From an optimization exercise on the open Yosys and OpenROAD flow, aimed at small area; shortcuts taken in it are not production practice.
RTL that was checked went through simulation tests only; none was proved equivalent to the original.
Only the layout flow was run in runs 3 and 4; the RTL was not checked for function there.
The flow treats the clock pin as an ideal source, which a real chip does not have.
Power and IR drop assume default switching activity.

$ cat design/flow/flow/run.sh
#!/bin/bash
# The standard layout with: an area-oriented ABC mapping in synthesis (flow/synth_override.tcl,
# registers unchanged), buf_1 port buffers, and a clock tree of smaller buffers.
set -euo pipefail
{ head -1 synth_recipe.tcl; cat flow/synth_override.tcl; tail -n +2 synth_recipe.tcl; } > my_synth.tcl
sed "s#synth_recipe.tcl#my_synth.tcl#" standard.sh > my_standard.sh
export BUFFER_PORTS_ARGS="-buffer_cell sky130_fd_sc_hd__buf_1"
export CTS_ARGS="${CTS_ARGS_OVERRIDE:--sink_clustering_enable -repair_clock_nets -buf_list sky130_fd_sc_hd__clkbuf_8 -root_buf sky130_fd_sc_hd__clkbuf_8 -dont_use_dummy_load}"
bash my_standard.sh > standard.log 2>&1
$ cat design/flow/flow/synth_override.tcl
# Technology mapping for area: ABC maps with an area-recovering script at the real clock
# period (ps), and adders are left to ABC (no Kogge-Stone carry map, no full-adder
# extraction). Registers, flattening and renaming are exactly the standard synthesis's.
set ::my_abc_script {+strash;&get,-n;&st;&dch,-f;&nf,-R,1000;&put}
proc abc {args} {
  set a {}
  set skip 0
  foreach x $args {
    if {$skip} { set skip 0; continue }
    if {$x eq "-script" || $x eq "-D"} { set skip 1; continue }
    lappend a $x
  }
  yosys abc -script $::my_abc_script -D 8000 {*}$a
}
proc synth {args} {
  set a {}
  set skip 0
  foreach x $args {
    if {$skip} { set skip 0; continue }
    if {$x eq "-extra-map"} { set skip 1; continue }
    lappend a $x
  }
  yosys synth -nofsm -noshare {*}$a
}
proc extract_fa {args} {}
$ cat design/flow/standard.sh
#!/bin/bash
# synth_recipe.tcl (not shown) runs the flow's synth.tcl, then flattens the netlist and writes it again
# the make line also repeats each setting of config.mk as NAME=value (left out here)
make -C /OpenROAD-flow-scripts/flow DESIGN_CONFIG=/design/flow/config.mk WORK_HOME=/design/flow/orfs CLKGATE_MAP_FILE= SYNTH_SCRIPT=/design/flow/synth_recipe.tcl "${@:-finish}"
$ cat design/flow/config.mk
export PLATFORM = sky130hd
export DESIGN_NAME = hpf
export DESIGN_NICKNAME = hpf
export VERILOG_FILES = /design/flow/design.v
export SDC_FILE = /design/flow/constraint.sdc
export NUM_CORES = 4
export LEC_CHECK = 0
export CAP_MARGIN = 20
export CORE_MARGIN = 2
export CORE_UTILIZATION = 40
export SLEW_MARGIN = 20
$ cat design/flow/constraint.sdc
create_clock -name core_clock -period 8.0 [get_ports {clk}]
set_input_delay 1.6000 -clock core_clock [delete_from_list [all_inputs] [get_ports {clk}]]
set_output_delay 1.6000 -clock core_clock [all_outputs]
set_load 0.01 [all_outputs]
$ cat design/flow/design.v
module hpf (
    input  wire        clk,
    input  wire        rst,           
    input  wire        op_valid,
    output wire        op_ready,
    input  wire [3:0]  op_sel,
    input  wire [7:0]  op_cmd,        
    input  wire [7:0]  op_plen,       
    input  wire [8:0]  op_flen,       
    input  wire [15:0] op_alg,        
    input  wire        pl_valid,
    input  wire [7:0]  pl_data,
    output wire        pl_ready,
    output wire        tx_valid,
    output wire [7:0]  tx_data,
    input  wire        tx_ready,
    input  wire        rx_valid,
    input  wire        rx_timeout,
    input  wire [7:0]  rx_data,
    output wire        rx_ready,
    output reg         done,
    output wire        busy,
    output reg  [2:0]  session,
    output wire [15:0] mode,
    output reg         mode_valid,
    output reg  [2:0]  res_kind,
    output reg         fb_valid,
    output wire [8:0]  fb_len,
    output reg         info_valid,
    output wire [7:0]  info_n,
    output reg  [15:0] info_pkt,
    output reg  [15:0] info_id,
    output reg  [7:0]  det_count,
    output reg  [3:0]  err_cause,
    output wire [8:0]  err_len,
    output wire        close_strobe,
    output wire        det_valid,
    output wire [7:0]  det_kind,
    output wire [15:0] det_ax,
    output wire [15:0] det_ay,
    output wire [15:0] det_bx,
    output wire [15:0] det_by
);
    localparam [3:0] OP_OPEN = 4'h1, OP_SEND = 4'h2, OP_READ_FRAME = 4'h3,
                     OP_READ_RESP = 4'h4, OP_KNOCK = 4'h5, OP_SET_MODE = 4'h6,
                     OP_POLL = 4'h7, OP_CLOSE = 4'h8;
    localparam [2:0] SS_UNINIT = 3'd0, SS_CONN = 3'd1, SS_MODESET = 3'd2,
                     SS_POLLING = 3'd3, SS_CLOSED = 3'd4;
    localparam [2:0] RK_NONE = 3'd0, RK_DONE = 3'd1, RK_FRAME = 3'd2,
                     RK_ACK = 3'd3, RK_SINGLE = 3'd4, RK_DET = 3'd5;
    localparam [3:0] E_TIMEOUT = 4'd1, E_BAD_PREFIX = 4'd2, E_BAD_CSUM = 4'd3,
                     E_ACK_MISMATCH = 4'd4, E_UNKNOWN_CMD = 4'd5,
                     E_UNEXPECTED_CMD = 4'd8, E_BAD_STATE = 4'd9, E_CONTRACT = 4'd10;
    localparam [2:0] K_FRAME = 3'd0, K_RESP = 3'd1, K_SEND = 3'd2, K_POLL = 3'd3,
                     K_KNOCK = 3'd4, K_SETMODE = 3'd5;
    reg        tx_ph;               
    reg        rx_ph;               
    reg [2:0]  kop;
    reg [2:0]  hp;                  
    reg [8:0]  idx;                 
    reg [7:0]  acc;                 
    reg [63:0] sd;                  
    reg [2:0]  mode_r;
    reg        pfx_ok;
    reg        len0;
    reg [2:0]  cls;                 
    wire [7:0] s_cmd  = sd[7:0];
    wire [7:0] s_plen = sd[15:8];
    wire [8:0] s_flen = sd[8:0];
    wire [2:0] s_alg  = sd[18:16];
    assign busy     = tx_ph | rx_ph;
    assign op_ready = ~busy;
    assign mode     = {13'd0, mode_r};
    assign fb_len   = idx;
    assign info_n   = info_pkt[7:0];
    assign err_len  = (err_cause == E_BAD_PREFIX || err_cause == E_BAD_CSUM ||
                       err_cause == E_ACK_MISMATCH || err_cause == E_UNKNOWN_CMD ||
                       err_cause == E_UNEXPECTED_CMD) ? idx : 9'd0;
    assign close_strobe = done & (session == SS_CLOSED) & (res_kind == RK_DONE);
    wire accept = op_valid & ~busy;
    wire sel_ok = (op_sel != 4'h0) && (op_sel <= OP_CLOSE);
    wire s_act  = (session == SS_CONN) || (session == SS_MODESET) || (session == SS_POLLING);
    reg  st_ok;
    always @* begin
        case (op_sel)
            OP_OPEN: st_ok = (session == SS_UNINIT);
            OP_POLL: st_ok = (session == SS_MODESET) || (session == SS_POLLING);
            default: st_ok = s_act;
        endcase
    end
    wire args_ok = (op_sel == OP_READ_FRAME) ? (op_flen >= 9'd6 && op_flen <= 9'd261) :
                   (op_sel == OP_SET_MODE)   ? (op_alg <= 16'd6) : 1'b1;
    wire adm_ok  = sel_ok & st_ok & args_ok;
    wire       tx_body = (hp == 3'd5);
    wire       pl_zero = (s_plen == 8'd0);
    wire       tx_last = tx_body & pl_zero;
    wire       tx_host = tx_body & ~pl_zero & (kop == K_SEND);
    reg  [7:0] tx_byte;
    always @* begin
        case (hp)
            3'd0:    tx_byte = 8'h55;
            3'd1:    tx_byte = 8'hAA;
            3'd2:    tx_byte = 8'h11;
            3'd3:    tx_byte = s_plen;
            3'd4:    tx_byte = s_cmd;
            default: tx_byte = pl_zero ? acc : (kop == K_SEND) ? pl_data :
                               {5'd0, s_alg & {3{s_plen[1]}}};
        endcase
    end
    assign tx_valid = tx_ph & (~tx_host | pl_valid);
    assign tx_data  = tx_byte;
    assign pl_ready = tx_ph & tx_host & tx_ready;
    wire   tx_fire  = tx_valid & tx_ready;
    assign rx_ready = rx_ph;
    wire   rx_fire  = rx_valid & rx_ph;
    wire   rx_byte  = rx_fire & ~rx_timeout;
    wire [8:0] idx_inc = idx + 9'd1;
    wire   is_resp  = (kop == K_RESP) || (kop == K_POLL);
    wire   is_ack   = (kop == K_KNOCK) || (kop == K_SETMODE);
    wire   rx_last  = (kop == K_FRAME) ? (idx_inc == s_flen) :
                      is_ack ? (idx[3:0] == 4'd5) : (idx[3:0] == 4'd15);
    wire   sum_ok   = (acc == rx_data);
    wire   frame_ok = pfx_ok & sum_ok;
    wire   c_det    = cls[2];
    wire   c_known  = (cls != 3'd0);
    wire   c_info   = (cls == 3'd2);
    wire   c_ok     = (cls == 3'd3);
    wire [7:0] dc_inc = det_count + 8'd1;
    wire   det_last = (dc_inc == info_n);
    wire   in_f     = (idx >= 9'd5) && (idx <= 9'd8);
    wire   in_d     = (idx >= 9'd5) && (idx <= 9'd12);
    reg [7:0] pfx_byte;
    always @* begin
        case (idx[1:0])
            2'd0:    pfx_byte = 8'h55;
            2'd1:    pfx_byte = 8'hAA;
            default: pfx_byte = 8'h11;
        endcase
    end
    reg [2:0] cls_in;
    always @* begin
        case (rx_data)
            8'h20, 8'h2C, 8'h2D: cls_in = 3'd1;
            8'h29:               cls_in = 3'd2;
            8'h2E:               cls_in = 3'd3;
            8'h2A:               cls_in = 3'd6;
            8'h2B:               cls_in = 3'd7;
            default:             cls_in = 3'd0;
        endcase
    end
    assign det_valid = rx_byte & rx_last & is_resp & info_valid & frame_ok & c_det;
    assign det_kind  = {7'b0010101, cls[0]};
    assign det_ax    = sd[15:0];
    assign det_ay    = sd[31:16];
    assign det_bx    = sd[47:32];
    assign det_by    = sd[63:48];
    always @(posedge clk) begin
        if (rst) begin
            tx_ph      <= 1'b0;
            rx_ph      <= 1'b0;
            done       <= 1'b0;
            session    <= SS_UNINIT;
            mode_valid <= 1'b0;
            res_kind   <= RK_NONE;
            err_cause  <= 4'd0;
            fb_valid   <= 1'b0;
            info_valid <= 1'b0;
            det_count  <= 8'd0;
        end else begin
            done <= 1'b0;
            if (accept) begin
                res_kind  <= RK_NONE;
                err_cause <= 4'd0;
                hp        <= 3'd0;
                acc       <= 8'd0;
                pfx_ok    <= 1'b1;
                if (op_sel != OP_OPEN && op_sel != OP_SEND && op_sel != OP_CLOSE)
                    idx <= 9'd0;
                if (!adm_ok) begin
                    err_cause <= (!sel_ok || st_ok) ? E_CONTRACT : E_BAD_STATE;
                    fb_valid  <= 1'b0;
                    det_count <= 8'd0;
                    done      <= 1'b1;
                end else begin
                    case (op_sel)
                        OP_OPEN: begin
                            session  <= SS_CONN;
                            res_kind <= RK_DONE;
                            done     <= 1'b1;
                        end
                        OP_CLOSE: begin
                            session  <= SS_CLOSED;
                            res_kind <= RK_DONE;
                            done     <= 1'b1;
                        end
                        OP_SEND: begin
                            kop        <= K_SEND;
                            sd[15:0]   <= {op_plen, op_cmd};
                            tx_ph      <= 1'b1;
                        end
                        OP_READ_FRAME: begin
                            kop        <= K_FRAME;
                            sd[8:0]    <= op_flen;
                            fb_valid   <= 1'b0;
                            rx_ph      <= 1'b1;
                        end
                        OP_READ_RESP: begin
                            kop        <= K_RESP;
                            fb_valid   <= 1'b0;
                            det_count  <= 8'd0;
                            info_valid <= 1'b0;
                            rx_ph      <= 1'b1;
                        end
                        OP_KNOCK: begin
                            kop        <= K_KNOCK;
                            sd[15:0]   <= {8'd0, 8'h2C};
                            fb_valid   <= 1'b0;
                            tx_ph      <= 1'b1;
                        end
                        OP_SET_MODE: begin
                            kop        <= K_SETMODE;
                            sd[18:0]   <= {op_alg[2:0], 8'd2, 8'h2D};
                            fb_valid   <= 1'b0;
                            tx_ph      <= 1'b1;
                        end
                        default: begin   
                            kop        <= K_POLL;
                            sd[15:0]   <= {8'd0, 8'h20};
                            fb_valid   <= 1'b0;
                            det_count  <= 8'd0;
                            info_valid <= 1'b0;
                            session    <= SS_POLLING;
                            tx_ph      <= 1'b1;
                        end
                    endcase
                end
            end
            if (tx_fire) begin
                acc <= acc + tx_byte;
                if (!tx_body)
                    hp <= hp + 3'd1;
                else if (!pl_zero)
                    sd[15:8] <= s_plen - 8'd1;
                else begin
                    acc   <= 8'd0;
                    tx_ph <= 1'b0;
                    if (kop == K_SEND) begin
                        res_kind <= RK_DONE;
                        done     <= 1'b1;
                    end else begin
                        rx_ph <= 1'b1;
                    end
                end
            end
            if (rx_fire) begin
                if (rx_timeout) begin
                    err_cause <= E_TIMEOUT;
                    fb_valid  <= 1'b0;
                    det_count <= 8'd0;
                    rx_ph     <= 1'b0;
                    done      <= 1'b1;
                end else begin
                    idx <= idx_inc;
                    acc <= acc + rx_data;
                    if (idx[8:2] == 7'd0 && idx[1:0] != 2'd3 && rx_data != pfx_byte)
                        pfx_ok <= 1'b0;
                    if (idx == 9'd3)
                        len0 <= (rx_data == 8'h00);
                    if (idx == 9'd4)
                        cls <= cls_in;
                    if (is_resp && !info_valid && in_f)
                        {info_id, info_pkt} <= {rx_data, info_id, info_pkt[15:8]};
                    if (is_resp && info_valid && in_d)
                        sd <= {rx_data, sd[63:8]};
                    if (rx_last) begin
                        acc      <= 8'd0;
                        pfx_ok   <= 1'b1;
                        rx_ph    <= 1'b0;
                        done     <= 1'b1;
                        fb_valid <= 1'b1;
                        if (!frame_ok) begin
                            err_cause <= pfx_ok ? E_BAD_CSUM : E_BAD_PREFIX;
                            fb_valid  <= 1'b0;
                            det_count <= 8'd0;
                        end else if (kop == K_FRAME) begin
                            res_kind <= RK_FRAME;
                        end else if (is_ack) begin
                            if (!(len0 && c_ok)) begin
                                err_cause <= E_ACK_MISMATCH;
                                fb_valid  <= 1'b0;
                                det_count <= 8'd0;
                            end else begin
                                if (kop == K_SETMODE) begin
                                    mode_r     <= s_alg;
                                    mode_valid <= 1'b1;
                                    session    <= SS_MODESET;
                                end
                                res_kind <= RK_DONE;
                            end
                        end else if (!info_valid) begin
                            if (c_ok) begin
                                res_kind <= RK_ACK;
                            end else if (c_info) begin
                                info_valid <= 1'b1;
                                if (info_n == 8'd0) begin
                                    res_kind <= RK_DET;
                                end else begin
                                    idx   <= 9'd0;
                                    rx_ph <= 1'b1;
                                    done  <= 1'b0;
                                end
                            end else if (c_known) begin
                                res_kind <= RK_SINGLE;
                            end else begin
                                err_cause <= E_UNKNOWN_CMD;
                                fb_valid  <= 1'b0;
                                det_count <= 8'd0;
                            end
                        end else begin
                            if (!c_det) begin
                                err_cause <= c_known ? E_UNEXPECTED_CMD : E_UNKNOWN_CMD;
                                fb_valid  <= 1'b0;
                                det_count <= 8'd0;
                            end else begin
                                det_count <= dc_inc;
                                if (det_last) begin
                                    res_kind <= RK_DET;
                                end else begin
                                    idx   <= 9'd0;
                                    rx_ph <= 1'b1;
                                    done  <= 1'b0;
                                end
                            end
                        end
                    end
                end
            end
        end
    end
endmodule
==> results_dict.tcl, run 1 <==
set metrics [dict create \
    fill_cells 1990 \
    antenna_cells 0 \
    numPortBuffers 230 \
    worstReg2RegEnd "acc[7]" \
    r2r_slack_ns 2.98 \
    cts.sinks 151 \
    wire_per_inst_um 19.8 \
    setup_viol 0 \
    synth_top_cell_by_area "edfxtp_1" \
    area_delta_synth_final_pct 17.1 \
    grt_pass1_vias 6736 \
    finalNonFillerCells 1350 \
    dieArea_um2 22000 \
    min_to "sd[26]" \
    synth_top_flop_cell "edfxtp_1" \
    viasPerCell 5.68 \
    fin_skew_ns 0.0384 \
    relSlewSlack_pct 28.1 \
    synth.avg_cell_area_um2 9.99 \
    synth.distinct_cells 53 \
    critical_path_class "flip-flop to primary output" \
    num_io_pins 251 \
    grt_max_degree 33 \
    globalRoute.totalOverflow 0 \
    cap_violations 0 \
    cts_resized 0 \
    seqPwrFrac_pct 58.2 \
    synthCells 833 \
    drt_iter0_markers 784 \
    crit_fanout 18 \
    grt.total_usage_pct 23.7 \
    period_minus_slack_ns 5.66 \
    cp_slowest_cell "edfxtp_1" \
    yosys.area.top_type_share_pct 45.8 \
    cts_hold_buf 0 \
    post-place-cells 1332 \
    cts_tree "built" \
    pwr-share-clk_pct 28.5 \
    min_from "sd[34]" \
    crit_family "simple AND/OR/NAND/NOR gates" \
    cp_slowest_stage_delay_ns 0.57 \
    fin_crit_sh_pct 70.7 \
    drcViolationCount 0 \
    nNetsFinal 1150 \
    dp_hpwl_um 20200 \
    die-width_um 148 \
    worstPathCellList "nand4_1, nor2_1, and2_0, nand3_1, nand2_1, xor2_1, nand4_1, or3_1, a21oi_2, buf_4, nand3_1, nor3_1, buf_1" \
    drive_gt1_share_pct 3.06 \
    power.leakage_uw 0.00312 \
    gp_congestion 0.893 \
    slew_violations 0 \
    ir_worst_vdd_v 0.0000979 \
    async_flop_share_pct 0 \
    min_path_cells 0 \
    cts_made_buffers 17 \
    cts_setup_buffers 0 \
    ys_ff_latch 151 \
    required_ns 6.40 \
    start_util_pct 41.0 \
    power_switching_uw 416 \
    reg2reg_depth 18 \
    p_total_uw 1540 \
    synth_area_leaders "edfxtp_1 (46%), dfxtp_1 (5.8%), a21oi_1 (4.8%), nand2_1 (3.4%), o21ai_0 (3.3%)" \
    combPwrFrac_pct 13.4 \
    tns_ns 0 \
    die_h_um 148 \
    layout_commonest_cell "buf_1" \
    hold_class "flip-flop to flip-flop" \
    switching_share_pct 26.9 \
    clockRootBuffer "clkbuf_8" \
    r2r_start "sd[8]" \
    status "finished clean" \
    cts_max_path_buffers 2 \
    fmax_mhz 177 \
    cts.htree.levels 4 \
    dr_total_vias 7663 \
    mostFrequentLayoutCells "buf_1 (230), edfxtp_1 (127), a21oi_1 (78)" \
    hold_viol_final 0 \
    first_pass_iters 5 \
    ys_seq_area_share_pct 51.6 \
    syn_area_um2 8330 \
    worst_setup_path_start_kind "flip-flop" \
    insertion_delay_ns 0.47 \
    synth-edff-count 127 \
    critPathBufInv 2 \
    yosysWarnings 1 \
    ant_nets 0 \
    clk_pin_slew_ns 0.09 \
    grt_pass1_wl_um 39800 \
    rsz0062_at_grt "false" \
    arrival_ns 4.06 \
    wl_um 26800 \
    core_um2 20300 \
    tightest_slew_ns 1.08 \
    num_rows 52 \
    power_density_nw_per_um2 158 \
    crit_path_end_kind "primary output" \
    internal_power_uw 1130 \
    antenna_found_initial 0 \
]
[power by group through the flow]
stage | registers (µW) | logic (µW) | clock network (µW)
after detailed placement | 914 | 203 | 0
final | 898 | 206 | 440
after floorplan | 907 | 132 | 0
after global routing | 900 | 227 | 480
after CTS | 896 | 205 | 452
after global placement | 913 | 204 | 0
[worst register-to-register path, stage by stage (launching register included)]
cell and delay [ns]:
edfxtp_1 0.61, nor2_1 0.23, nand2_1 0.09, nor3_1 0.31, nand2b_1 0.15, nor2_1 0.77, a21oi_1 0.17, a21oi_1 0.48
a32oi_1 0.24, maj3_1 0.44, a21oi_1 0.23, nor2b_1 0.18, a21oi_1 0.08, a21oi_1 0.27, nor2b_1 0.16, a21oi_1 0.06
xnor2_1 0.18, nand2_1 0.07, a21oi_1 0.14
[cell families after synthesis]
group	synth area share (%)
fa+ha+maj	0.361
xor+xnor	5.89
flops	51.6
compound gates	18.1
mux	1.44
other cells	0.0902
buf+inv	3.11
simple gates	19.4
[synthesized netlist by cell type (5+ instances only)]
library cell	n
xnor2_1	30
or2_0	7
a22oi_1	13
a211oi_1	5
o31ai_1	8
a31oi_1	7
a21o_1	5
buf_4	29
nand4_1	12
xor2_1	26
a32oi_1	6
nand3_1	44
o211ai_1	5
nor2b_1	23
or4_1	5
a2bb2oi_1	8
or3_1	8
dfxtp_1	24
nor4_1	8
a221oi_1	13
edfxtp_1	127
mux2_1	8
clkinv_1	11
a21oi_1	80
nor2_1	73
o22ai_1	17
and3_1	10
o21ai_0	55
and2_0	10
nand2_1	76
nand2b_1	8
nor3_1	32
[area by class of cell]
class | instances | area (µm²) | area share (%)
repair buffers | 241 | 966 | 9.91
clock buffers | 17 | 234 | 2.40
flip-flops and latches | 151 | 4290 | 44.1
well taps | 270 | 338 | 3.47
multi-input cells | 660 | 3870 | 39.7
inverters | 11 | 41.3 | 0.424
[sequential cells by signal (all words and copies together) (netlist names), 3 cells and up]
| name | count |
|---|---|
| mode_r | 3 |
| kop | 3 |
| err_cause | 4 |
| sd | 64 |
| session | 3 |
| idx | 9 |
| hp | 3 |
| det_count | 8 |
| acc | 8 |
| info_id | 16 |
| cls | 3 |
| info_pkt | 16 |
| res_kind | 3 |
[worst max path at each step]
| stage | to | start | depth (start not counted) | slack (ns) |
|---|---|---|---|---|
| 2_1_floorplan | sd[19] | rx_valid | 5 | 2.08 |
| 3_3_place_gp | det_valid | rx_data[1] | 8 | 2.89 |
| 3_5_place_dp | det_valid | idx[1] | 13 | 2.85 |
| 4_1_cts | det_valid | idx[0] | 13 | 2.37 |
| 5_1_grt | det_valid | idx[0] | 13 | 2.04 |
| 6_report | det_valid | idx[0] | 13 | 2.34 |
[metal layers]
metal,GRT usage (%),wire length [µm],vias to the layer above,share of wire [%]
met5,0,0,-,0
met4,6.33,414,0,1.5
met3,5.67,2310,30,8.6
met2,36.8,12500,352,47
met1,33.3,11500,3642,43
li1,-,-,3639,-
[per-stage QoR]
stage,setup WS [ns],hold WS [ns],area (µm²),utilization [%]
floorplan,2.08,0.448,8390,-
global placement,2.89,0.426,9490,46.7
detailed placement,2.85,0.432,9490,46.7
CTS,2.37,0.439,9720,47.9
global route,2.04,0.427,9750,48.0
finish,2.34,0.440,9750,48.0
==> inputs of run 2 (changes only) <==
==> design/flow/run.sh (new file) <==
#!/bin/bash
# synth_recipe.tcl (not shown) runs the flow's synth.tcl, then flattens the netlist and writes it again
# the make line also repeats each setting of config.mk as NAME=value (left out here)
make -C /OpenROAD-flow-scripts/flow DESIGN_CONFIG=/design/flow/config.mk WORK_HOME=/design/flow/orfs CLKGATE_MAP_FILE= SYNTH_SCRIPT=/design/flow/synth_recipe.tcl finish
removed: design/flow/flow/run.sh
removed: design/flow/flow/synth_override.tcl
removed: design/flow/standard.sh
==> run 2 against run 1 <==
  * Critical path depth fell by 4
  * Clock skew fell by 0.017 ns
  * First-iteration DRC count fell by 4.7%
  * Critical path type is now input port to primary output
  * Critical endpoint unchanged
==> results_dict.tcl, run 2 <==
set metrics [dict create \
    synth_common_cells "edfxtp_1 (127), nor2_1 (85), nand2_1 (65)" \
    required_ns 6.40 \
    fill_cells 2022 \
    switching_share_pct 28.5 \
    dr_total_vias 7970 \
    num_io_pins 251 \
    ir_worst_vdd_v 0.000137 \
    crit_path_end_kind "primary output" \
    internal_power_uw 1420 \
    first_pass_iters 5 \
    cts.sinks 151 \
    slew_violations 0 \
    viasPerCell 5.66 \
    tightest_slew_ns 1.04 \
    synth_top_cell_by_area "edfxtp_1" \
    synth.distinct_cells 86 \
    power_density_nw_per_um2 165 \
    die-width_um 155 \
    pwr-share-clk_pct 40.7 \
    power.leakage_uw 0.00421 \
    insertion_delay_ns 0.44 \
    critPathBufInv 2 \
    mostFrequentLayoutCells "clkdlybuf4s50_1 (230), edfxtp_1 (127), nor2_1 (84)" \
    cts_hold_buf 0 \
    gp_congestion 0.899 \
    dp_hpwl_um 22000 \
    layout_commonest_cell "clkdlybuf4s50_1" \
    setup_viol 0 \
    largest_reg_flops 64 \
    status "finished clean" \
    cp_slowest_stage_delay_ns 0.68 \
    numPortBuffers 230 \
    arrival_ns 5.06 \
    period_minus_slack_ns 6.66 \
    antenna_found_initial 0 \
    grt_max_degree 46 \
    synth_area_leaders "edfxtp_1 (42%), dfxtp_1 (5.3%), ha_1 (3.6%), nor2_1 (3.5%), xnor2_1 (2.9%)" \
    start_util_pct 40.5 \
    area_delta_synth_final_pct 32.4 \
    stdcell_area_um2 12100 \
    drt_iter0_markers 747 \
    die_h_um 155 \
    worstPathCellList "clkdlybuf4s50_1, ha_1, nor4_1, and3_1, nand2_1, nor2_1, nand2b_1, nor3_1, clkdlybuf4s50_1" \
    power_switching_uw 566 \
    cts_setup_buffers 0 \
    async_flop_share_pct 0 \
    whs_ns 0.450 \
    nNetsFinal 1204 \
    drcViolationCount 0 \
    placed_area_um2 11500 \
    cts_made_buffers 17 \
    num_rows 55 \
    worst_setup_path_start_kind "input port" \
    tns_ns 0 \
    drive_gt1_share_pct 6.24 \
    clockRootBuffer "clkbuf_16" \
    synth-edff-count 127 \
    clk_pin_slew_ns 0.07 \
    cts_tree "built" \
    core_um2 22500 \
    rsz0062_at_grt "false" \
    fmax_mhz 150 \
    ys_ff_latch 151 \
    yosysWarnings 1 \
    grt_pass1_wl_um 43900 \
    grt_pass1_vias 7356 \
    synthCells 908 \
    wire_per_inst_um 20.7 \
    fin_crit_sh_pct 83.2 \
    relSlewSlack_pct 30.3 \
    cap_violations 0 \
    synth.most_common_cell "edfxtp_1" \
    synth_top_flop_cell "edfxtp_1" \
    synth.avg_cell_area_um2 10.0 \
    cts.htree.levels 4 \
    hold_class "flip-flop to flip-flop" \
    cp_slowest_cell "clkdlybuf4s50_1" \
    critical_path.most_common_cell "clkdlybuf4s50_1" \
    syn_area_um2 9110 \
    cts_max_path_buffers 2 \
    hold_viol_final 0 \
    cts_resized 0 \
    ys_seq_area_share_pct 47.1 \
    wl_um 29100 \
    globalRoute.totalOverflow 0 \
    fin_skew_ns 0.0211 \
    largest-register "sd" \
    critical_path_class "input port to primary output" \
    crit_fanout 10 \
    yosys.area.top_type_share_pct 41.9 \
    ant_nets 0 \
    crit_family "simple AND/OR/NAND/NOR gates" \
    dieArea_um2 24000 \
    seqPwrFrac_pct 45.3 \
    grt.total_usage_pct 23.8 \
    combPwrFrac_pct 14.0 \
]
-- run 2: cell types whose count changed after synthesis, moves of 10 or more --
cell      delta
clkbuf_1    +24
inv_1       +29
o21ai_0     -17
nand2_1     -11
and2_0      -10
o21ai_1     +11
a211oi_1    +14
and2_1      +13
ha_1        +26
clkinv_1    -11
a21oi_1     -32
nor2_1      +12
-- run 2: cell type report --
cell class              instances  area [µm²]  share of cell area, %
inverters                      29         109                  0.902
clock buffers                  17         425                   3.53
well taps                     285         357                   2.96
flip-flops and latches        151        4290                   35.6
diodes                          1        2.50                 0.0207
repair buffers                237        2350                   19.5
clock inverters                15         175                   1.45
multi-input cells             672        4350                   36.0
-- run 2: power by group through the flow --
| stage | combinational (µW) | sequential [µW] | clock, µW |
|---|---|---|---|
| 4_1_cts | 278 | 900 | 821 |
| 2_1_floorplan | 172 | 901 | 0 |
| 6_report | 279 | 902 | 809 |
| 3_3_place_gp | 274 | 917 | 0 |
| 3_5_place_dp | 275 | 918 | 0 |
| 5_1_grt | 305 | 904 | 855 |
-- run 2: per-layer routing --
layer / share of wire (%) / track usage [%] / vias to the layer above / routed length [µm]
li1: - / - / 3746 / -
met3: 6.7 / 4.60 / 37 / 1960
met2: 45 / 35.8 / 344 / 13100
met1: 46 / 34.4 / 3843 / 13300
met4: 2.6 / 8.07 / 0 / 760
met5: 0 / 0 / - / 0
-- run 2: path summary, 6_finish.rpt --
| check | start | end | slack [ns] | cells after the start |
|---|---|---|---|---|
| max reg2reg | sd[8] | acc[6] | 3.34 | 17 |
| min | info_pkt[13] | info_pkt[5] | 0.45 | 0 |
| min reg2reg | info_pkt[13] | info_pkt[5] | 0.45 | 0 |
| max | rx_data[0] | det_valid | 1.34 | 9 |
-- run 2: stage by stage --
step	std cells	power (µW)	worst slack (ns)	utilization [%]
finish	1407	1990	1.34	53.6
global route	1406	2060	1.07	53.6
CTS	1406	2000	1.36	53.6
detailed placement	1374	1190	1.37	50.9
global placement	1374	1190	1.44	50.9
floorplan	926	1070	1.34	-
-- run 2: kinds of logic (layout without fill, tap and decap cells) --
group	after synthesis	count (layout)	synth area share [%]
and+or+nand+nor	349	349	20.7
adders and majority gates	28	28	4.01
other	2	21	0.0824
buffers and inverters	103	298	6.07
muxes	9	9	1.00
AOI/OAI and AO/OA	214	214	16.0
xor gates and xnor gates	52	52	5.00
DFF	151	151	47.1
==> inputs of run 3 (changes only) <==
--- a/design/flow/design.v
+++ b/design/flow/design.v
@@ -24,5 +24,5 @@
     output wire [15:0] mode,
     output reg         mode_valid,
-    output reg  [2:0]  res_kind,
+    output wire [2:0]  res_kind,
     output reg         fb_valid,
     output wire [8:0]  fb_len,
@@ -32,5 +32,5 @@
     output reg  [15:0] info_id,
     output reg  [7:0]  det_count,
-    output reg  [3:0]  err_cause,
+    output wire [3:0]  err_cause,
     output wire [8:0]  err_len,
     output wire        close_strobe,
@@ -65,4 +65,7 @@
     reg        len0;
     reg [2:0]  cls;                 
+    reg [3:0]  rc;                  
+    localparam [3:0] R_NONE = 4'd0, R_DONE = 4'd12, R_FRAME = 4'd13, R_ACK = 4'd14,
+                     R_SINGLE = 4'd15, R_DET = 4'd11;
     wire [7:0] s_cmd  = sd[7:0];
     wire [7:0] s_plen = sd[15:8];
@@ -70,12 +73,15 @@
     wire [2:0] s_alg  = sd[18:16];
     assign busy     = tx_ph | rx_ph;
+    wire   rc_kind  = (rc >= 4'd11);
+    assign res_kind = rc_kind ? (rc == R_DET ? RK_DET : {1'b0, rc[1:0]} + 3'd1) : RK_NONE;
+    assign err_cause = rc_kind ? 4'd0 : rc;
     assign op_ready = ~busy;
     assign mode     = {13'd0, mode_r};
     assign fb_len   = idx;
     assign info_n   = info_pkt[7:0];
-    assign err_len  = (err_cause == E_BAD_PREFIX || err_cause == E_BAD_CSUM ||
-                       err_cause == E_ACK_MISMATCH || err_cause == E_UNKNOWN_CMD ||
-                       err_cause == E_UNEXPECTED_CMD) ? idx : 9'd0;
-    assign close_strobe = done & (session == SS_CLOSED) & (res_kind == RK_DONE);
+    assign err_len  = (rc == E_BAD_PREFIX || rc == E_BAD_CSUM ||
+                       rc == E_ACK_MISMATCH || rc == E_UNKNOWN_CMD ||
+                       rc == E_UNEXPECTED_CMD) ? idx : 9'd0;
+    assign close_strobe = done & (session == SS_CLOSED) & (rc == R_DONE);
     wire accept = op_valid & ~busy;
     wire sel_ok = (op_sel != 4'h0) && (op_sel <= OP_CLOSE);
@@ -162,6 +168,5 @@
             session    <= SS_UNINIT;
             mode_valid <= 1'b0;
-            res_kind   <= RK_NONE;
-            err_cause  <= 4'd0;
+            rc         <= R_NONE;
             fb_valid   <= 1'b0;
             info_valid <= 1'b0;
@@ -170,6 +175,5 @@
             done <= 1'b0;
             if (accept) begin
-                res_kind  <= RK_NONE;
-                err_cause <= 4'd0;
+                rc        <= R_NONE;
                 hp        <= 3'd0;
                 acc       <= 8'd0;
@@ -178,5 +182,5 @@
                     idx <= 9'd0;
                 if (!adm_ok) begin
-                    err_cause <= (!sel_ok || st_ok) ? E_CONTRACT : E_BAD_STATE;
+                    rc       <= (!sel_ok || st_ok) ? E_CONTRACT : E_BAD_STATE;
                     fb_valid  <= 1'b0;
                     det_count <= 8'd0;
@@ -186,10 +190,10 @@
                         OP_OPEN: begin
                             session  <= SS_CONN;
-                            res_kind <= RK_DONE;
+                            rc      <= R_DONE;
                             done     <= 1'b1;
                         end
                         OP_CLOSE: begin
                             session  <= SS_CLOSED;
-                            res_kind <= RK_DONE;
+                            rc      <= R_DONE;
                             done     <= 1'b1;
                         end
@@ -246,5 +250,5 @@
                     tx_ph <= 1'b0;
                     if (kop == K_SEND) begin
-                        res_kind <= RK_DONE;
+                        rc      <= R_DONE;
                         done     <= 1'b1;
                     end else begin
@@ -255,5 +259,5 @@
             if (rx_fire) begin
                 if (rx_timeout) begin
-                    err_cause <= E_TIMEOUT;
+                    rc       <= E_TIMEOUT;
                     fb_valid  <= 1'b0;
                     det_count <= 8'd0;
@@ -280,12 +284,12 @@
                         fb_valid <= 1'b1;
                         if (!frame_ok) begin
-                            err_cause <= pfx_ok ? E_BAD_CSUM : E_BAD_PREFIX;
+                            rc       <= pfx_ok ? E_BAD_CSUM : E_BAD_PREFIX;
                             fb_valid  <= 1'b0;
                             det_count <= 8'd0;
                         end else if (kop == K_FRAME) begin
-                            res_kind <= RK_FRAME;
+                            rc      <= R_FRAME;
                         end else if (is_ack) begin
                             if (!(len0 && c_ok)) begin
-                                err_cause <= E_ACK_MISMATCH;
+                                rc       <= E_ACK_MISMATCH;
                                 fb_valid  <= 1'b0;
                                 det_count <= 8'd0;
@@ -296,13 +300,13 @@
                                     session    <= SS_MODESET;
                                 end
-                                res_kind <= RK_DONE;
+                                rc      <= R_DONE;
                             end
                         end else if (!info_valid) begin
                             if (c_ok) begin
-                                res_kind <= RK_ACK;
+                                rc      <= R_ACK;
                             end else if (c_info) begin
                                 info_valid <= 1'b1;
                                 if (info_n == 8'd0) begin
-                                    res_kind <= RK_DET;
+                                    rc      <= R_DET;
                                 end else begin
                                     idx   <= 9'd0;
@@ -311,7 +315,7 @@
                                 end
                             end else if (c_known) begin
-                                res_kind <= RK_SINGLE;
+                                rc      <= R_SINGLE;
                             end else begin
-                                err_cause <= E_UNKNOWN_CMD;
+                                rc       <= E_UNKNOWN_CMD;
                                 fb_valid  <= 1'b0;
                                 det_count <= 8'd0;
@@ -319,5 +323,5 @@
                         end else begin
                             if (!c_det) begin
-                                err_cause <= c_known ? E_UNEXPECTED_CMD : E_UNKNOWN_CMD;
+                                rc       <= c_known ? E_UNEXPECTED_CMD : E_UNKNOWN_CMD;
                                 fb_valid  <= 1'b0;
                                 det_count <= 8'd0;
@@ -325,5 +329,5 @@
                                 det_count <= dc_inc;
                                 if (det_last) begin
-                                    res_kind <= RK_DET;
+                                    rc      <= R_DET;
                                 end else begin
                                     idx   <= 9'd0;
==> design/flow/flow/run.sh (new file) <==
#!/bin/bash
# The standard layout with: an area-oriented ABC mapping in synthesis (flow/synth_override.tcl,
# registers unchanged), buf_1 port buffers, and a clock tree of smaller buffers.
set -euo pipefail
{ head -1 synth_recipe.tcl; cat flow/synth_override.tcl; tail -n +2 synth_recipe.tcl; } > my_synth.tcl
sed "s#synth_recipe.tcl#my_synth.tcl#" standard.sh > my_standard.sh
export BUFFER_PORTS_ARGS="-buffer_cell sky130_fd_sc_hd__buf_1"
export CTS_ARGS="-sink_clustering_enable -repair_clock_nets -buf_list sky130_fd_sc_hd__clkbuf_8 -root_buf sky130_fd_sc_hd__clkbuf_8 -dont_use_dummy_load"
bash my_standard.sh > standard.log 2>&1
==> design/flow/flow/synth_override.tcl (new file) <==
# Technology mapping for area: ABC maps with an area-recovering script at the real clock
# period (ps), and adders are left to ABC (no Kogge-Stone carry map, no full-adder
# extraction). Registers, flattening and renaming are exactly the standard synthesis's.
set ::my_abc_script {+strash;&get,-n;&st;&dch,-f;&nf,-R,1000;&put}
proc abc {args} {
  set a {}
  set skip 0
  foreach x $args {
    if {$skip} { set skip 0; continue }
    if {$x eq "-script" || $x eq "-D"} { set skip 1; continue }
    lappend a $x
  }
  yosys abc -script $::my_abc_script -D 8000 {*}$a
}
proc synth {args} {
  set a {}
  set skip 0
  foreach x $args {
    if {$skip} { set skip 0; continue }
    if {$x eq "-extra-map"} { set skip 1; continue }
    lappend a $x
  }
  yosys synth -nofsm -noshare {*}$a
}
proc extract_fa {args} {}
==> design/flow/standard.sh (new file) <==
#!/bin/bash
# synth_recipe.tcl (not shown) runs the flow's synth.tcl, then flattens the netlist and writes it again
# the make line also repeats each setting of config.mk as NAME=value (left out here)
make -C /OpenROAD-flow-scripts/flow DESIGN_CONFIG=/design/flow/config.mk WORK_HOME=/design/flow/orfs CLKGATE_MAP_FILE= SYNTH_SCRIPT=/design/flow/synth_recipe.tcl "${@:-finish}"
--- a/design/flow/config.mk
+++ b/design/flow/config.mk
@@ -6,6 +6,7 @@
 export NUM_CORES = 4
 export LEC_CHECK = 0
-export CAP_MARGIN = 20
+export CAP_MARGIN = 0
 export CORE_MARGIN = 2
 export CORE_UTILIZATION = 40
-export SLEW_MARGIN = 20
+export GPL_TIMING_DRIVEN = 0
+export SLEW_MARGIN = 0
removed: design/flow/run.sh
==> run 3 against run 2 <==
  * Setup slack gained 0.49 ns
  * Fmax grew 8.0%
  * Clock-buffer cell count is the same
  * Die area shrank 9.5%
  * Register-to-register slack lost 0.95 ns
  * Total power shrank 23%
  * Critical path depth shrank 2
  * Global-route usage shrank 1.1 points
  * Via count shrank 3.4%
  * Sequential power shrank 2%
  * Sequential cell count shrank 3
  * Core utilization shrank 4.8 points
  * Critical endpoint unchanged
==> results_dict.tcl, run 3 <==
set metrics [dict create \
    grt_pass1_vias 6610 \
    synth-edff-count 127 \
    antenna_cells 0 \
    insertion_delay_ns 0.46 \
    wire_per_inst_um 18.8 \
    synth_common_cells "edfxtp_1 (127), nand2_1 (89), o21ai_0 (67)" \
    cts_made_buffers 17 \
    pre_cts_ws_ns 1.90 \
    setup_ws_ns 1.84 \
    globalRoute.totalOverflow 0 \
    fin_crit_sh_pct 77.1 \
    dr_total_vias 7699 \
    slew_violations 0 \
    synth.avg_cell_area_um2 10.1 \
    cts.htree.levels 4 \
    ys_seq_area_share_pct 51.5 \
    die_h_um 147 \
    num_rows 52 \
    clockRootBuffer "clkbuf_8" \
    first_pass_iters 5 \
    fin_skew_ns 0.0302 \
    mostFrequentLayoutCells "buf_1 (229), edfxtp_1 (127), nand2_1 (89)" \
    gp_congestion 0.918 \
    num_io_pins 251 \
    clk_pin_slew_ns 0.08 \
    power_density_nw_per_um2 155 \
    required_ns 6.40 \
    viasPerCell 5.65 \
    grt_max_degree 42 \
    relSlewSlack_pct 16.4 \
    wl_um 25600 \
    critical_path.most_common_cell "buf_1" \
    numPortBuffers 230 \
    r2r_slack_ns 2.39 \
    ir_worst_vdd_v 0.000103 \
    status "finished clean" \
    drcViolationCount 0 \
    cts_max_path_buffers 2 \
    synth.most_common_cell "edfxtp_1" \
    drt_iter0_markers 748 \
    power.leakage_uw 0.00324 \
    p_total_uw 1530 \
    area_delta_synth_final_pct 20.2 \
    cp_slowest_cell "nand3_1" \
    cap_violations 0 \
    worstReg2RegEnd "acc[7]" \
    arrival_ns 4.56 \
    endpoint "det_valid" \
    synth_area_leaders "edfxtp_1 (46%), dfxtp_1 (5.1%), o21ai_0 (4.1%), nand2_1 (4.1%), xnor2_1 (3.9%)" \
    dieArea_um2 21700 \
    core_um2 20200 \
    synth_top_cell_by_area "edfxtp_1" \
    critical_path_class "input port to primary output" \
    ys_ff_latch 148 \
    cts_tree "built" \
    dp_hpwl_um 18700 \
    die-width_um 147 \
    synth_top_flop_cell "edfxtp_1" \
    cp_slowest_stage_delay_ns 0.70 \
    reg2reg_depth 20 \
    ant_nets 0 \
    cts_setup_buffers 0 \
    antenna_found_initial 0 \
    nNetsFinal 1162 \
    hold_viol_final 0 \
    drive_gt1_share_pct 5.86 \
    hold_class "flip-flop to flip-flop" \
    fmax_mhz 162 \
    largest_reg_flops 64 \
    worstPathCellList "buf_1, xnor2_1, or3b_1, nor4_1, nand3_1, nor2_1, buf_1" \
    syn_area_um2 8220 \
    yosysWarnings 1 \
    period_minus_slack_ns 6.16 \
    tightest_slew_ns 1.25 \
    yosys.area.top_type_share_pct 46.4 \
    synthCells 818 \
    largest-register "sd" \
    layout_commonest_cell "buf_1" \
    grt.total_usage_pct 22.7 \
    grt_pass1_wl_um 38100 \
    min_path_cells 0 \
    cts_resized 0 \
    startpoint "rx_data[0]" \
    rsz0062_at_grt "false" \
    cts_hold_buf 0 \
    setup_viol 0 \
    start_util_pct 40.6 \
    crit_fanout 16 \
    crit_path_end_kind "primary output" \
    worst_setup_path_start_kind "input port" \
    async_flop_share_pct 0 \
    synth.distinct_cells 51 \
    r2r_start "sd[9]" \
    cts.sinks 148 \
]
-- run 3: worst min-delay path by stage --
stage	slack (ns)	startpoint	endpoint
after detailed placement	0.43	sd[47]	sd[39]
after floorplan	0.46	tx_ph	tx_ph
final	0.44	sd[33]	sd[25]
after global routing	0.44	sd[33]	sd[25]
after CTS	0.44	sd[34]	sd[26]
after global placement	0.43	sd[33]	sd[25]
-- run 3: cell families (layout without fill, tap and decap cells) --
family | Yosys count | in the layout | synth area share (%)
simple gates | 316 | 316 | 18.8
compound gates | 240 | 240 | 18.6
flops | 148 | 148 | 51.5
xor+xnor | 57 | 57 | 6.07
buf+inv | 42 | 298 | 3.24
mux | 10 | 10 | 1.31
fa+ha+maj | 3 | 3 | 0.365
other cells | 2 | 20 | 0.0913
-- run 3: critical path: cells and delay by family --
family                 cells  cell delay (ns)
XOR/XNOR                   1             0.22
buffers and inverters      2             0.66
AND/OR/NAND/NOR            4             2.08
-- run 3: final cells by class --
type                       instances  area, µm²
fill                            2003      10400
timing repair buffer             239        983
inverter                          13       50.0
tap                              270        338
multi-input combinational        646       3820
clock buffer                      17        234
sequential                       148       4230
buffer                            29        218
-- run 3: power by group --
part           switching (µW)  internal [µW]
clock                     253            187
sequential               33.2            850
combinational             127           82.6
-- run 3: stage by stage --
step	cells	util (%)	hold slack [ns]	setup TNS, ns	instance area (µm²)
2_1_floorplan	836	-	0.461	0	8290
6_report	1362	48.8	0.440	0	9880
3_3_place_gp	1336	46.9	0.428	-71.83	9490
5_1_grt	1362	48.8	0.445	0	9880
3_5_place_dp	1344	47.6	0.431	0	9630
4_1_cts	1361	48.8	0.445	0	9870
-- run 3: metal layers --
layer	wire length, µm	vias to the layer above	global-route usage (%)
li1	-	3664	-
met1	11200	3627	31.6
met2	11900	355	35.4
met3	1780	53	4.32
met4	736	0	8.22
met5	0	-	0
==> inputs of run 4 (changes only) <==
--- a/design/flow/config.mk
+++ b/design/flow/config.mk
@@ -9,4 +9,3 @@
 export CORE_MARGIN = 2
 export CORE_UTILIZATION = 40
-export GPL_TIMING_DRIVEN = 0
 export SLEW_MARGIN = 0
==> run 4 against run 3 <==
  * Clock skew grew 0.0022 ns
  * Global-route usage rose by 0.44 points
  * Fmax grew 4.4%
  * Clock-buffer cell count stayed put
  * Worst hold slack lost 0.0066 ns
  * Critical path type unchanged
  * Critical endpoint unchanged
==> results_dict.tcl, run 4 <==
set metrics [dict create \
    whs_ns 0.433 \
    clockRootBuffer "clkbuf_8" \
    clk_pin_slew_ns 0.09 \
    synth.distinct_cells 51 \
    cts_tree "built" \
    status "finished clean" \
    start_util_pct 40.6 \
    area_delta_synth_final_pct 17.1 \
    rsz0062_at_grt "false" \
    cts_resized 0 \
    num_rows 52 \
    yosys.area.top_type_share_pct 46.4 \
    period_minus_slack_ns 5.91 \
    antenna_cells 0 \
    dp_hpwl_um 19200 \
    insertion_delay_ns 0.47 \
    arrival_ns 4.31 \
    num_io_pins 251 \
    antenna_found_initial 0 \
    cts_hold_buf 0 \
    cts_max_path_buffers 2 \
    die_h_um 147 \
    critical_path_class "input port to primary output" \
    wl_um 26000 \
    power.leakage_uw 0.00310 \
    relSlewSlack_pct 18.5 \
    fmax_mhz 169 \
    ys_seq_area_share_pct 51.5 \
    grt_pass1_vias 6563 \
    drcViolationCount 0 \
    cts_setup_buffers 0 \
    cts.htree.levels 4 \
    fin_crit_sh_pct 73.8 \
    synth-edff-count 127 \
    met2_length_um 12200 \
    endpoint "det_valid" \
    grt.total_usage_pct 23.1 \
    hold_class "flip-flop to flip-flop" \
    cap_violations 0 \
    dieArea_um2 21700 \
    numPortBuffers 230 \
    ant_nets 0 \
    met3_length_um 1600 \
    synth.avg_cell_area_um2 10.1 \
    synthCells 818 \
    crit_path_end_kind "primary output" \
    largest-register "sd" \
    drive_gt1_share_pct 3.28 \
    drt_iter0_markers 583 \
    required_ns 6.40 \
    first_pass_iters 5 \
    synth_top_cell_by_area "edfxtp_1" \
    die-width_um 147 \
    synth_top_flop_cell "edfxtp_1" \
    grt_pass1_wl_um 38600 \
    slew_violations 0 \
    r2r_start "sd[8]" \
    hold_viol_final 0 \
    synth.most_common_cell "edfxtp_1" \
    m1WireLength_um 11600 \
    ir_worst_vdd_v 0.000103 \
    post-place-cells 1321 \
    worst_setup_path_start_kind "input port" \
    tightest_slew_ns 1.22 \
    fin_skew_ns 0.0324 \
    layout_commonest_cell "buf_1" \
    finalNonFillerCells 1338 \
    mostFrequentLayoutCells "buf_1 (230), edfxtp_1 (127), nand2_1 (89)" \
    cts.sinks 148 \
    reg2reg_depth 22 \
    dr_total_vias 7551 \
    tns_ns 0 \
    synth_common_cells "edfxtp_1 (127), nand2_1 (89), o21ai_0 (67)" \
    r2r_slack_ns 2.84 \
    gp_congestion 0.913 \
    setup_viol 0 \
    routed.top_layer "met4" \
    power_density_nw_per_um2 159 \
    ys_ff_latch 148 \
    crit_fanout 16 \
    min_from "sd[33]" \
    worstReg2RegEnd "acc[7]" \
    globalRoute.totalOverflow 0 \
    viasPerCell 5.64 \
    async_flop_share_pct 0 \
    cts_made_buffers 17 \
    grt_max_degree 46 \
    yosysWarnings 1 \
    synth_area_leaders "edfxtp_1 (46%), dfxtp_1 (5.1%), o21ai_0 (4.1%), nand2_1 (4.1%), xnor2_1 (3.9%)" \
    largest_reg_flops 64 \
    nNetsFinal 1138 \
    core_um2 20200 \
    startpoint "rx_data[2]" \
    syn_area_um2 8220 \
    wire_per_inst_um 19.5 \
]
[run 4: worst max-delay path, cell delays in order]
cell     delay [ns]
buf_1          0.30
xnor2_1        0.22
nand2_1        0.08
or3b_1         0.40
nor4_1         0.60
nand3_1        0.65
nor2_1         0.27
buf_1          0.18
[run 4: final cells by class]
type | instances | area (µm²)
fillers | 2018 | 10600
flip-flops and latches | 148 | 4230
multi-input cells | 646 | 3800
repair buffers | 244 | 968
well taps | 270 | 338
clock buffers | 17 | 234
inverters | 13 | 48.8
[run 4: through the flow]
stage / power, µW / util, % / cell area, µm² / setup slack, ns
floorplan: 1020 / - / 8290 / 0.983
global placement: 1100 / 46.4 / 9390 / 2.14
detailed placement: 1100 / 46.4 / 9390 / 2.11
CTS: 1530 / 47.6 / 9620 / 2.10
global route: 1590 / 47.6 / 9620 / 1.96
finish: 1530 / 47.6 / 9620 / 2.09
[run 4: routing by layer]
metal  GRT usage [%]  up-vias
li1                -     3615
met3            4.25       35
met5               0        -
met4            8.65        0
met1            32.4     3603
met2            35.8      298
[run 4: worst min-delay path by stage]
stage	end	slack (ns)	cells past startpoint
after floorplan	tx_ph	0.46	2
after global placement	sd[25]	0.43	0
after detailed placement	sd[25]	0.43	0
after CTS	sd[25]	0.43	0
after global routing	sd[25]	0.44	0
final	sd[25]	0.43	0
[run 4: power breakdown]
part | internal (µW) | switching, µW | leakage [µW]
logic | 76.6 | 127 | 0.00164
registers | 850 | 34.1 | 0.00134
clock network | 187 | 255 | 0.000122
total | 1110 | 415 | 0.00310
[run 4: cells by family after synthesis]
family | Yosys count | synth area share, %
AO/OA/AOI/OAI | 240 | 18.6
XOR/XNOR | 57 | 6.07
adder cells (fa/ha/maj) | 3 | 0.365
buffers and inverters | 42 | 3.24
flip-flops | 148 | 51.5
multiplexers | 10 | 1.31
other | 2 | 0.0913
AND/OR/NAND/NOR | 316 | 18.8
==> inputs of run 5 (changes only) <==
--- a/design/flow/design.v
+++ b/design/flow/design.v
@@ -63,5 +63,4 @@
     reg [2:0]  mode_r;
     reg        pfx_ok;
-    reg        len0;
     reg [2:0]  cls;                 
     reg [3:0]  rc;                  
@@ -128,8 +127,9 @@
     wire   sum_ok   = (acc == rx_data);
     wire   frame_ok = pfx_ok & sum_ok;
-    wire   c_det    = cls[2];
+    wire   c_det    = cls[2] & ~cls[1];
     wire   c_known  = (cls != 3'd0);
     wire   c_info   = (cls == 3'd2);
-    wire   c_ok     = (cls == 3'd3);
+    wire   c_ok     = cls[1] & cls[0];
+    wire   c_ack    = (cls == 3'd7);
     wire [7:0] dc_inc = det_count + 8'd1;
     wire   det_last = (dc_inc == info_n);
@@ -149,7 +149,7 @@
             8'h20, 8'h2C, 8'h2D: cls_in = 3'd1;
             8'h29:               cls_in = 3'd2;
-            8'h2E:               cls_in = 3'd3;
-            8'h2A:               cls_in = 3'd6;
-            8'h2B:               cls_in = 3'd7;
+            8'h2E:               cls_in = {cls[2], 2'b11};
+            8'h2A:               cls_in = 3'd4;
+            8'h2B:               cls_in = 3'd5;
             default:             cls_in = 3'd0;
         endcase
@@ -270,5 +270,5 @@
                         pfx_ok <= 1'b0;
                     if (idx == 9'd3)
-                        len0 <= (rx_data == 8'h00);
+                        cls <= {(rx_data == 8'h00), 2'b00};
                     if (idx == 9'd4)
                         cls <= cls_in;
@@ -290,5 +290,5 @@
                             rc      <= R_FRAME;
                         end else if (is_ack) begin
-                            if (!(len0 && c_ok)) begin
+                            if (!c_ack) begin
                                 rc       <= E_ACK_MISMATCH;
                                 fb_valid  <= 1'b0;
==> design/flow/flow/run.sh (replaced) <==
#!/bin/bash
# The standard layout with: an area-oriented ABC mapping in synthesis (flow/synth_override.tcl,
# registers unchanged), buf_1 port buffers, and a clock tree of clkbuf_8 that is then
# downsized where the flip-flop clock slew allows (flow/post_cts.tcl).
set -euo pipefail
here=$(pwd)
{ head -1 synth_recipe.tcl; cat flow/synth_override.tcl; tail -n +2 synth_recipe.tcl; } > my_synth.tcl
sed "s#synth_recipe.tcl#my_synth.tcl#" standard.sh > my_standard.sh
export BUFFER_PORTS_ARGS="-buffer_cell sky130_fd_sc_hd__buf_1"
export CTS_ARGS="-sink_clustering_enable -repair_clock_nets -buf_list sky130_fd_sc_hd__clkbuf_8 -root_buf sky130_fd_sc_hd__clkbuf_8 -dont_use_dummy_load"
export POST_CTS_TCL="$here/flow/post_cts.tcl"
bash my_standard.sh > standard.log 2>&1
==> design/flow/flow/post_cts.tcl (new file) <==
proc hpf_worst_clk_slew {} {
  estimate_parasitics -placement
  set w 0
  foreach p [get_pins -of_objects [all_registers] -filter "name == CLK"] {
    set s [get_property $p slew_max]
    if {$s > $w} { set w $s }
  }
  return $w
}
set hpf_limit 0.115
puts "post_cts: worst clock pin slew before [hpf_worst_clk_slew]"
foreach inst [get_cells *] {
  set m [get_property $inst ref_name]
  if {$m ne "sky130_fd_sc_hd__clkbuf_8"} { continue }
  foreach cand {sky130_fd_sc_hd__clkbuf_2 sky130_fd_sc_hd__clkbuf_4} {
    replace_cell $inst $cand
    set w [hpf_worst_clk_slew]
    if {$w <= $hpf_limit} {
      puts "post_cts: [get_name $inst] -> $cand (worst slew $w)"
      break
    }
    replace_cell $inst sky130_fd_sc_hd__clkbuf_8
  }
}
puts "post_cts: worst clock pin slew after [hpf_worst_clk_slew]"
detailed_placement
check_placement -verbose
estimate_parasitics -placement
--- a/design/flow/config.mk
+++ b/design/flow/config.mk
@@ -8,4 +8,4 @@
 export CAP_MARGIN = 0
 export CORE_MARGIN = 2
-export CORE_UTILIZATION = 40
+export CORE_UTILIZATION = 65
 export SLEW_MARGIN = 0
==> run 5 against run 4 <==
  * Total power down 7.0%
  * Fmax down 11%
  * Wire length down 8.6%
  * Setup slack worse by 0.75 ns
  * Sequential cell count down 1
  * Global-route usage up 12 points
  * Core utilization up 29 points
  * Die area down 38%
  * Area after synthesis down 1.6%
  * Final cell count down 8.7%
  * Non-clock buffer count down 8
  * Sequential share of layout area up 1.5 points
==> results_dict.tcl, run 5 <==
set metrics [dict create \
    globalRoute.totalOverflow 0 \
    placed_area_um2 9090 \
    drive_gt1_share_pct 2.47 \
    arrival_ns 5.06 \
    synth_common_cells "edfxtp_1 (126), a21oi_1 (89), nand2_1 (87)" \
    wire_per_inst_um 19.5 \
    r2r_start "sd[8]" \
    r2r_slack_ns 3.05 \
    synth-edff-count 126 \
    start_util_pct 67.1 \
    slew_violations 0 \
    async_flop_share_pct 0 \
    die-width_um 116 \
    period_minus_slack_ns 6.66 \
    core_um2 12100 \
    fill_cells 917 \
    dp_hpwl_um 17700 \
    switching_share_pct 27.3 \
    crit_fanout 19 \
    dr_total_vias 7777 \
    worst_setup_path_start_kind "flip-flop" \
    layout_commonest_cell "buf_1" \
    wl_um 23800 \
    fmax_mhz 150 \
    setup_viol 0 \
    yosysWarnings 1 \
    ant_nets 0 \
    synth_top_cell_by_area "edfxtp_1" \
    p_total_uw 1420 \
    antenna_cells 0 \
    cp_slowest_stage_delay_ns 0.79 \
    num_rows 40 \
    worstPathCellList "nand4_1, clkinv_1, and3_1, nand2_1, xnor2_1, xor2_1, nor3_1, a31o_1, clkinv_1, nor2_1, nor4b_1, buf_1" \
    largest-register "sd" \
    area_delta_synth_final_pct 14.1 \
    synth.distinct_cells 53 \
    grt_max_degree 46 \
    numPortBuffers 230 \
    largest_reg_flops 64 \
    post-place-cells 1205 \
    cts.sinks 147 \
    syn_area_um2 8090 \
    pwr-share-clk_pct 24.1 \
    status "finished clean" \
    startpoint "idx[0]" \
    tns_ns 0 \
    rsz0062_at_grt "false" \
    clk_pin_slew_ns 0.11 \
    crit_path_end_kind "primary output" \
    synth.avg_cell_area_um2 9.97 \
    ir_worst_vdd_v 0.000148 \
    drt_iter0_markers 1000 \
    cp_slowest_cell "nor2_1" \
    grt_pass1_vias 6775 \
    first_pass_iters 6 \
    gp_congestion 0.928 \
    cts_tree "built" \
    grt.total_usage_pct 35.4 \
    viasPerCell 6.36 \
    fin_skew_ns 0.0455 \
    finalNonFillerCells 1222 \
    ys_seq_area_share_pct 51.9 \
    seqPwrFrac_pct 61.7 \
    reg2reg_depth 20 \
    dieArea_um2 13400 \
    nNetsFinal 1124 \
    fin_crit_sh_pct 83.2 \
    grt_pass1_wl_um 35600 \
    synth_area_leaders "edfxtp_1 (47%), a21oi_1 (5.5%), dfxtp_1 (5.2%), xnor2_1 (5.1%), nand2_1 (4.0%)" \
    synthCells 812 \
    synth.most_common_cell "edfxtp_1" \
    drcViolationCount 0 \
    die_h_um 116 \
    yosys.area.top_type_share_pct 46.7 \
    hold_viol_final 0 \
    required_ns 6.40 \
    cap_violations 0 \
    tightest_slew_ns 1.26 \
    endpoint "det_valid" \
    antenna_found_initial 0 \
    internal_power_uw 1030 \
    mostFrequentLayoutCells "buf_1 (230), edfxtp_1 (126), a21oi_1 (89)" \
    min_path_cells 0 \
    relSlewSlack_pct 16.0 \
    power_switching_uw 388 \
    critical_path.most_common_cell "clkinv_1" \
    hold_class "flip-flop to flip-flop" \
    synth_top_flop_cell "edfxtp_1" \
    critical_path_class "flip-flop to primary output" \
    combPwrFrac_pct 14.2 \
    stdcell_area_um2 9240 \
    num_io_pins 251 \
    ys_ff_latch 147 \
    worstReg2RegEnd "acc[7]" \
    power_density_nw_per_um2 154 \
    insertion_delay_ns 0.77 \
    power.leakage_uw 0.00286 \
]
-- run 5: power by group through the flow --
stage / sequential (µW) / combinational (µW) / clock (µW)
floorplan: 886 / 132 / 0
global placement: 892 / 192 / 0
detailed placement: 894 / 196 / 0
global route: 880 / 221 / 372
finish: 878 / 202 / 343
-- run 5: how the worst min path moves through the flow --
stage	startpoint	slack, ns	end
after floorplan	tx_ph	0.45	tx_ph
after global placement	sd[31]	0.43	sd[23]
after detailed placement	sd[31]	0.43	sd[23]
after global routing	sd[32]	0.44	sd[24]
final	sd[44]	0.43	sd[36]
-- run 5: layer usage --
metal,vias up,GRT usage [%],wire length (µm)
li1,3548,-,-
met1,3631,49.0,9160
met2,544,54.9,11200
met3,54,9.05,2770
met4,0,12.4,682
met5,-,0,0
-- run 5: worst max-delay path: cells and delay by family (launching register included) --
kind	cells	cell delay, ns
simple gates	6	1.86
buf+inv	3	0.83
compound gates	1	0.66
flops	1	0.60
xor+xnor	2	0.35
-- run 5: cell families (layout without fill, tap and decap cells) --
| logic type | Yosys count | after routing | synth area share (%) |
|---|---|---|---|
| AO/OA/AOI/OAI | 241 | 241 | 18.4 |
| XOR/XNOR | 58 | 58 | 6.28 |
| adder cells (fa/ha/maj) | 2 | 2 | 0.247 |
| buffers and inverters | 40 | 264 | 3.20 |
| flip-flops | 147 | 147 | 51.9 |
| multiplexers | 10 | 10 | 1.34 |
| other | 2 | 20 | 0.0928 |
| AND/OR/NAND/NOR | 312 | 312 | 18.5 |
-- run 5: cell type report --
type | count | area, µm² | area share [%]
timing repair buffer | 236 | 908 | 9.83
inverter | 11 | 41.3 | 0.447
sequential | 147 | 4200 | 45.5
multi-input combinational | 643 | 3720 | 40.3
clock buffer | 17 | 150 | 1.63
tap | 168 | 210 | 2.28
-- run 5: stage by stage --
stage,utilization [%],hold WS [ns],worst slack [ns]
floorplan,-,0.448,1.42
global placement,75.3,0.427,2.35
detailed placement,75.3,0.430,2.21
global route,76.6,0.440,1.00
finish,76.6,0.427,1.34
==> inputs of run 6 (changes only) <==
--- a/design/flow/config.mk
+++ b/design/flow/config.mk
@@ -8,4 +8,4 @@
 export CAP_MARGIN = 0
 export CORE_MARGIN = 2
-export CORE_UTILIZATION = 65
+export CORE_UTILIZATION = 40
 export SLEW_MARGIN = 0
==> run 6 against run 5 <==
  * Still clean
  * Global-route usage decreased by 12 points
  * Cell area is 1.6% higher
  * Clock skew is 0.022 ns higher
  * Synthesized cell count is the same
  * Sequential power about the same
  * Area after synthesis stayed put
  * Non-clock buffer count is 2 higher
  * Sequential share of layout area decreased by 0.73 points
  * Critical path type unchanged
  * Critical endpoint unchanged
  * Highest routed layer unchanged
==> results_dict.tcl, run 6 <==
set metrics [dict create \
    status "finished clean" \
    drive_gt1_share_pct 2.65 \
    cap_violations 0 \
    period_minus_slack_ns 6.28 \
    ir_worst_vdd_v 0.0000813 \
    yosysWarnings 1 \
    yosys.area.top_type_share_pct 46.7 \
    synth-edff-count 126 \
    hold_class "flip-flop to flip-flop" \
    synth.avg_cell_area_um2 9.97 \
    grt.total_usage_pct 23.1 \
    wire_per_inst_um 19.1 \
    tightest_slew_ns 1.18 \
    nNetsFinal 1126 \
    start_util_pct 40.4 \
    wl_um 25400 \
    mostFrequentLayoutCells "buf_1 (230), edfxtp_1 (126), a21oi_1 (89)" \
    ys_seq_area_share_pct 51.9 \
    fin_skew_ns 0.0674 \
    grt_max_degree 46 \
    drt_iter0_markers 889 \
    antenna_found_initial 1 \
    clk_pin_slew_ns 0.11 \
    power_density_nw_per_um2 153 \
    synth_area_leaders "edfxtp_1 (47%), a21oi_1 (5.5%), dfxtp_1 (5.2%), xnor2_1 (5.1%), nand2_1 (4.0%)" \
    ys_ff_latch 147 \
    insertion_delay_ns 0.75 \
    dp_hpwl_um 19200 \
    synth_top_cell_by_area "edfxtp_1" \
    num_rows 52 \
    power.leakage_uw 0.00288 \
    synth.most_common_cell "edfxtp_1" \
    fin_crit_sh_pct 78.5 \
    grt_pass1_wl_um 38100 \
    core_um2 20000 \
    rsz0062_at_grt "false" \
    synth_common_cells "edfxtp_1 (126), a21oi_1 (89), nand2_1 (87)" \
    arrival_ns 4.68 \
    p_total_uw 1430 \
    synthCells 812 \
    area_delta_synth_final_pct 16.0 \
    numPortBuffers 230 \
    critical_path_class "flip-flop to primary output" \
    cts.sinks 147 \
    synth.distinct_cells 53 \
    dr_total_vias 7483 \
    first_pass_iters 6 \
    fill_cells 2041 \
    largest-register "sd" \
    drcViolationCount 0 \
    grt_pass1_vias 6554 \
    globalRoute.totalOverflow 0 \
    ant_nets 0 \
    setup_viol 0 \
    fin_util_pct 46.9 \
    layout_commonest_cell "buf_1" \
    worst_setup_path_start_kind "flip-flop" \
    cts_tree "built" \
    required_ns 6.40 \
    synth_top_flop_cell "edfxtp_1" \
    fmax_mhz 159 \
    die-width_um 146 \
    gp_congestion 0.933 \
    largest_reg_flops 64 \
    hold_viol_final 0 \
    crit_fanout 19 \
    syn_area_um2 8090 \
    num_io_pins 251 \
    tns_ns 0 \
    viasPerCell 5.63 \
    relSlewSlack_pct 21.0 \
    async_flop_share_pct 0 \
    crit_path_end_kind "primary output" \
    die_h_um 146 \
    dieArea_um2 21400 \
    slew_violations 0 \
]
-- run 6: cell counts after synthesis --
No cell type changed its count.
-- run 6: layer usage --
metal	global-route usage, %	vias to the layer above	routed length, µm
met5	0	-	0
met4	6.17	0	470
met3	5.63	30	2180
met2	35.5	391	11700
met1	32.8	3509	11000
li1	-	3553	-
-- run 6: power breakdown --
part / switching, µW / internal [µW]
Combinational: 124 / 75.3
Sequential: 35.3 / 843
Clock: 238 / 118
-- run 6: kinds of logic after synthesis --
logic type,after synthesis,share of synthesized area (%)
AND/OR/NAND/NOR,312,18.5
AO/OA/AOI/OAI,241,18.4
flip-flops,147,51.9
XOR/XNOR,58,6.28
buffers and inverters,40,3.20
multiplexers,10,1.34
adder cells (fa/ha/maj),2,0.247
other,2,0.0928
-- run 6: worst paths after layout --
kind / from / to / slack, ns / depth (start not counted)
max: idx[2] / det_valid / 1.72 / 13
min: sd[35] / sd[27] / 0.42 / 0
max reg2reg: sd[9] / acc[7] / 3.29 / 18
min reg2reg: sd[35] / sd[27] / 0.42 / 0
-- run 6: critical path, cell delays in order (launching register included) --
cell and delay, ns:
edfxtp_1 0.61, nand4_1 0.26, clkinv_1 0.11, and3_1 0.24, xor2_1 0.25, xnor2_1 0.15, nand3_1 0.09, nor3_1 0.14
a31o_1 0.67, clkinv_1 0.52, nor2_1 0.20, buf_4 0.21, nor4b_1 0.30, buf_1 0.20
-- run 6: metrics by stage --
| stage | hold WS, ns | instance area [µm²] | setup WS (ns) | instances |
|---|---|---|---|---|
| global placement | 0.428 | 9230 | 2.63 | 1309 |
| detailed placement | 0.431 | 9230 | 2.57 | 1309 |
| finish | 0.420 | 9390 | 1.72 | 1328 |
| global route | 0.436 | 9390 | 1.31 | 1327 |
| floorplan | 0.448 | 8160 | 1.42 | 830 |
-- run 6: layout make-up --
cell class | instances | area, µm² | area share, %
clock buffer | 17 | 154 | 1.64
sequential | 147 | 4200 | 44.8
tap | 270 | 338 | 3.60
inverter | 11 | 41.3 | 0.440
multi-input combinational | 643 | 3720 | 39.7
timing repair buffer | 238 | 923 | 9.83
antenna | 2 | 5.00 | 0.0533

[afterwards: timing with drivers on the ports]
The flow's constraints put no driver on any port. The routed layouts listed below were extracted and timed again, unchanged, in two steps.
Step 1: set_driving_cell puts a clkbuf_16 on clk and a buf_2 on each other input, an assumption about the parent block.
Step 2 times the ports against the registers' clock, not the clock port: input delays grow and output delays shrink by t, the midpoint of the rising clock arrivals with the driver on.
Three values: ideal ports, drivers, drivers and shift; two values: the first two.
run	t, ns	setup slack, ns	worst hold slack (ns)	clock arrival spread, ns	pins driven straight from the clock port
run 1	0.493	2.340 / 2.302 / 2.796	0.440 / 0.440 / 0.440	0.040 / 0.039	1
run 2	0.477	1.344 / 1.317 / 1.317	0.450 / 0.450 / 0.450	0.022 / 0.021	1
run 3	0.490	1.835 / 1.807 / 1.807	0.440 / 0.440 / 0.440	0.032 / 0.032	1
run 4	0.490	2.093 / 2.072 / 2.072	0.433 / 0.433 / 0.433	0.033 / 0.033	1
run 5	0.776	1.345 / 1.313 / 2.089	0.427 / 0.427 / 0.427	0.046 / 0.045	1
run 6	0.754	1.723 / 1.685 / 2.439	0.420 / 0.420 / 0.420	0.067 / 0.068	1
After both steps every run listed still meets setup and hold. For run 3, which loses most, drivers alone change the setup slack by -0.028 ns; drivers and shift together by -0.028 ns.
